Context: an optimization exercise on an open-source flow, tuned for small area, a short achievable clock period and few clock cycles per item. The choices shown serve that exercise and are no tape-out recipe. Only simulation tests tie the RTL to the original design; equivalence was not proved. Power and IR drop assume default switching activity.

// bitpacker
module bitpacker (
    input  wire        clk,
    input  wire        rst,           
    input  wire        cmd_valid,
    output wire        cmd_ready,
    input  wire [79:0] cmd_word,
    input  wire        pay_valid,
    output wire        pay_ready,
    input  wire [7:0]  pay_data,
    output reg         rsp_valid,
    output wire [73:0] rsp_word,
    output reg         dst_we,
    output wire [31:0] dst_addr,
    output wire [7:0]  dst_data
);
For scale: ~320 flip-flops, roughly 0.029 sq mm of cells after synthesis.
==> flow/config.mk <==
export PLATFORM = sky130hd
export DESIGN_NAME = bitpacker
export DESIGN_NICKNAME = bitpacker
export VERILOG_FILES = /design/flow/design.v
export SDC_FILE = /design/flow/constraint.sdc
export NUM_CORES = 4
export LEC_CHECK = 0
export ABC_AREA = 1
export CAP_MARGIN = 20
export CORE_MARGIN = 2
export CORE_UTILIZATION = 40
export SLEW_MARGIN = 20
==> flow/constraint.sdc <==
create_clock -name core_clock -period 10.0 [get_ports {clk}]
set_input_delay 2.0000 -clock core_clock [delete_from_list [all_inputs] [get_ports {clk}]]
set_output_delay 2.0000 -clock core_clock [all_outputs]
set_load 0.01 [all_outputs]
standard.sh (not shown) runs the stock make flow with config.mk's settings and CLKGATE_MAP_FILE= SYNTH_SCRIPT=/design/flow/synth_recipe.tcl, a recipe that flattens the netlist after the stock synthesis.
==> flow/flow/run.sh <==
#!/bin/bash
set -euo pipefail
bash standard.sh SETUP_SLACK_MARGIN=5 cts > standard_cts.log 2>&1
bash standard.sh SETUP_SLACK_MARGIN=5.5 finish > standard_finish.log 2>&1
Testbench counts at the start, summed over its fixed seeds: cycles 55,951, cmds 24,000.
==> next run, changes <==
==> flow/flow/run.sh (replaced) <==
#!/bin/bash
set -euo pipefail
bash standard.sh SETUP_SLACK_MARGIN=5.5 'BUFFER_PORTS_ARGS=-buffer_cell sky130_fd_sc_hd__buf_1' finish > standard.log 2>&1
CORE_UTILIZATION = 45   (was 40)
Outcome:
- die area is lower by 11%
- sequential share of layout area is higher by 1.0 points
- cell count is lower by 1.9%
- power is lower by 0.96%
==> next run, changes <==
CORE_UTILIZATION = 58   (was 45)
Total power drops by 1.4%.
Register-to-register slack improves by 0.10 ns.
Final cell count drops by about 3%.
==> next run, changes <==
CORE_UTILIZATION = 50   (was 58)
=> The changed run completed with no timing, DRC or antenna violations; clock-buffer cell count went up by 6; total power decreases by 3.2%; area after synthesis stays the same; core utilization fell by 11 points; die area went up by 16%.


job 6545:
bitpacker again, from the RTL that the note above started with.
Settings: LEC_CHECK=0, ABC_AREA=1, CAP_MARGIN=20, CORE_MARGIN=2, CORE_UTILIZATION=40, SLEW_MARGIN=20; clock period 10.0 ns.
==> flow/flow/run.sh <==
#!/bin/bash
set -euo pipefail
bash standard.sh SETUP_SLACK_MARGIN=5.5 'BUFFER_PORTS_ARGS=-buffer_cell sky130_fd_sc_hd__buf_1' finish > standard.log 2>&1
Testbench counts of job 6545, summed over its fixed seeds: cycles 55,951, cmds 24,000.
For job 9335, these inputs were changed with respect to job 6545:
Settings: swapping 40 for 50 in CORE_UTILIZATION.
==> flow/flow/run.sh <==
#!/bin/bash
set -euo pipefail
bash standard.sh SETUP_SLACK_MARGIN=5.6 'BUFFER_PORTS_ARGS=-buffer_cell sky130_fd_sc_hd__buf_1' finish > standard.log 2>&1
--- outcome ---
Final period utilization, job 6545 and job 9335: smaller value in job 9335. Going from job 6545 to job 9335, global-route wire length before repair shrank by a few percent. Die area: lower on job 9335. Looking at classification of the worst setup path, the input port to register result is from job 6545; the register to register one comes from job 9335. [compare] base=job 6545 new=job 9335: routed wire length moved down; post-route total power moved down.


== build 41 ==
Another version of the RTL of bitpacker (not shown whole).
Size in the first run: roughly 4500 cells after synthesis, about 28000 sq um of cells after synthesis.
==> flow/config.mk <==
export PLATFORM = sky130hd
export DESIGN_NAME = bitpacker
export DESIGN_NICKNAME = bitpacker
export VERILOG_FILES = /design/flow/design.v
export SDC_FILE = /design/flow/constraint.sdc
export NUM_CORES = 4
export LEC_CHECK = 0
export ABC_AREA = 1
export CAP_MARGIN = 20
export CORE_MARGIN = 2
export CORE_UTILIZATION = 40
export SLEW_MARGIN = 20
==> flow/constraint.sdc <==
create_clock -name core_clock -period 10.0 [get_ports {clk}]
set_input_delay 2.0000 -clock core_clock [delete_from_list [all_inputs] [get_ports {clk}]]
set_output_delay 2.0000 -clock core_clock [all_outputs]
set_load 0.01 [all_outputs]
==> flow/flow/run.sh <==
#!/bin/bash
set -euo pipefail
bash standard.sh SETUP_SLACK_MARGIN=5.5 finish > standard.log 2>&1
Testbench counts of build 41, summed over its fixed seeds: cycles 55,951, cmds 24,000.
#### Input delta (build 57 over build 41)
Settings: TNS_END_PERCENT: unset -> 20.
[summary]
| final design utilization | build 41 vs build 57 | ≈ equal |
Summary of build 57 over build 41: power density of the placed cells shows a reduction of about 1.8%; footprint of the multi-input gates has increased; clock network fraction of total power now larger; combined buffer and inverter count along the critical path went up; count of clock-buffer cells in the layout saw an increase.
Build 57 ended up with met1 as its most utilized layer in the global route result; build 41 ended up with met2.
Compared build 57 vs build 41, and part of the cycle the worst path needs is up in build 57.
Between build 57 and build 41, the final area figures differ only marginally.
Inputs modified between build 57 and build 30:
Settings: an added SETUP_SLACK_MARGIN of 5; a deleted TNS_END_PERCENT that had been 20.
==> flow/run.sh (new file) <==
#!/bin/bash
# synth_recipe.tcl (not shown) runs the flow's synth.tcl, then flattens the netlist and writes it again
# the make line also repeats each setting of config.mk as NAME=value (left out here)
make -C /OpenROAD-flow-scripts/flow DESIGN_CONFIG=/design/flow/config.mk WORK_HOME=/design/flow/orfs CLKGATE_MAP_FILE= SYNTH_SCRIPT=/design/flow/synth_recipe.tcl finish
removed: flow/flow/run.sh
removed: flow/standard.sh
## What came out
Looking at power share of the combinational group, build 30 sits 1.8 points below build 57. Compared with build 57, build 30 shows a higher highest net fanout along the worst path. Build 30 vs. build 57: routed wire length per instance down about 1.4%; overall power -about 5%; clock-pin slew of the registers on the worst-case setup and hold paths was more or less identical; final layout net count went down by 90. Diff build 57 -> build 30 | maximum clock rate | decrease of about 6%.

what the ideal ports hide:
In the flow no input, the clock included, has a driving cell. The finished layouts below were timed again as built, in two steps. Step 1 assumes that a clkbuf_16 drives the clock port and a buf_2 every other input. Step 2 times the ports against the registers' clock, not the clock port: input delays grow and output delays shrink by t, the midpoint of the rising clock arrivals with the driver on. Slacks: no drivers / after step 1 / after step 2; pairs: no drivers / after step 1.
| run | t, ns | setup slack, ns | worst setup path at the end | worst slew at a driven data input, ns |
|---|---|---|---|---|
| the first run of note 1 | 0.648 | 5.490 / 5.503 / 4.889 | input to register | 0.05 |
| the second run of note 1 | 0.638 | 5.388 / 5.388 / 4.802 | input to register | 0.05 |
| the third run of note 1 | 0.647 | 5.490 / 5.494 / 4.888 | input to register | 0.06 |
| the fourth run of note 1 | 0.635 | 5.506 / 5.523 / 4.891 | input to register | 0.06 |
| job 6545 | 0.665 | 5.426 / 5.439 / 4.791 | input to register | 0.07 |
| job 9335 | 0.643 | 5.500 / 5.500 / 4.970 | input to register | 0.07 |
| build 41 | 0.615 | 5.522 / 5.465 / 4.990 | input to register | 0.08 |
| build 57 | 0.625 | 5.365 / 5.312 / 4.776 | input to register | 0.07 |
| build 30 | 0.625 | 5.061 / 4.997 / 4.493 | input to register | 0.07 |
After both steps setup and hold are still met in every run listed. For job 6545, which loses most, drivers alone change the setup slack by +0.013 ns; drivers and shift together by -0.635 ns.
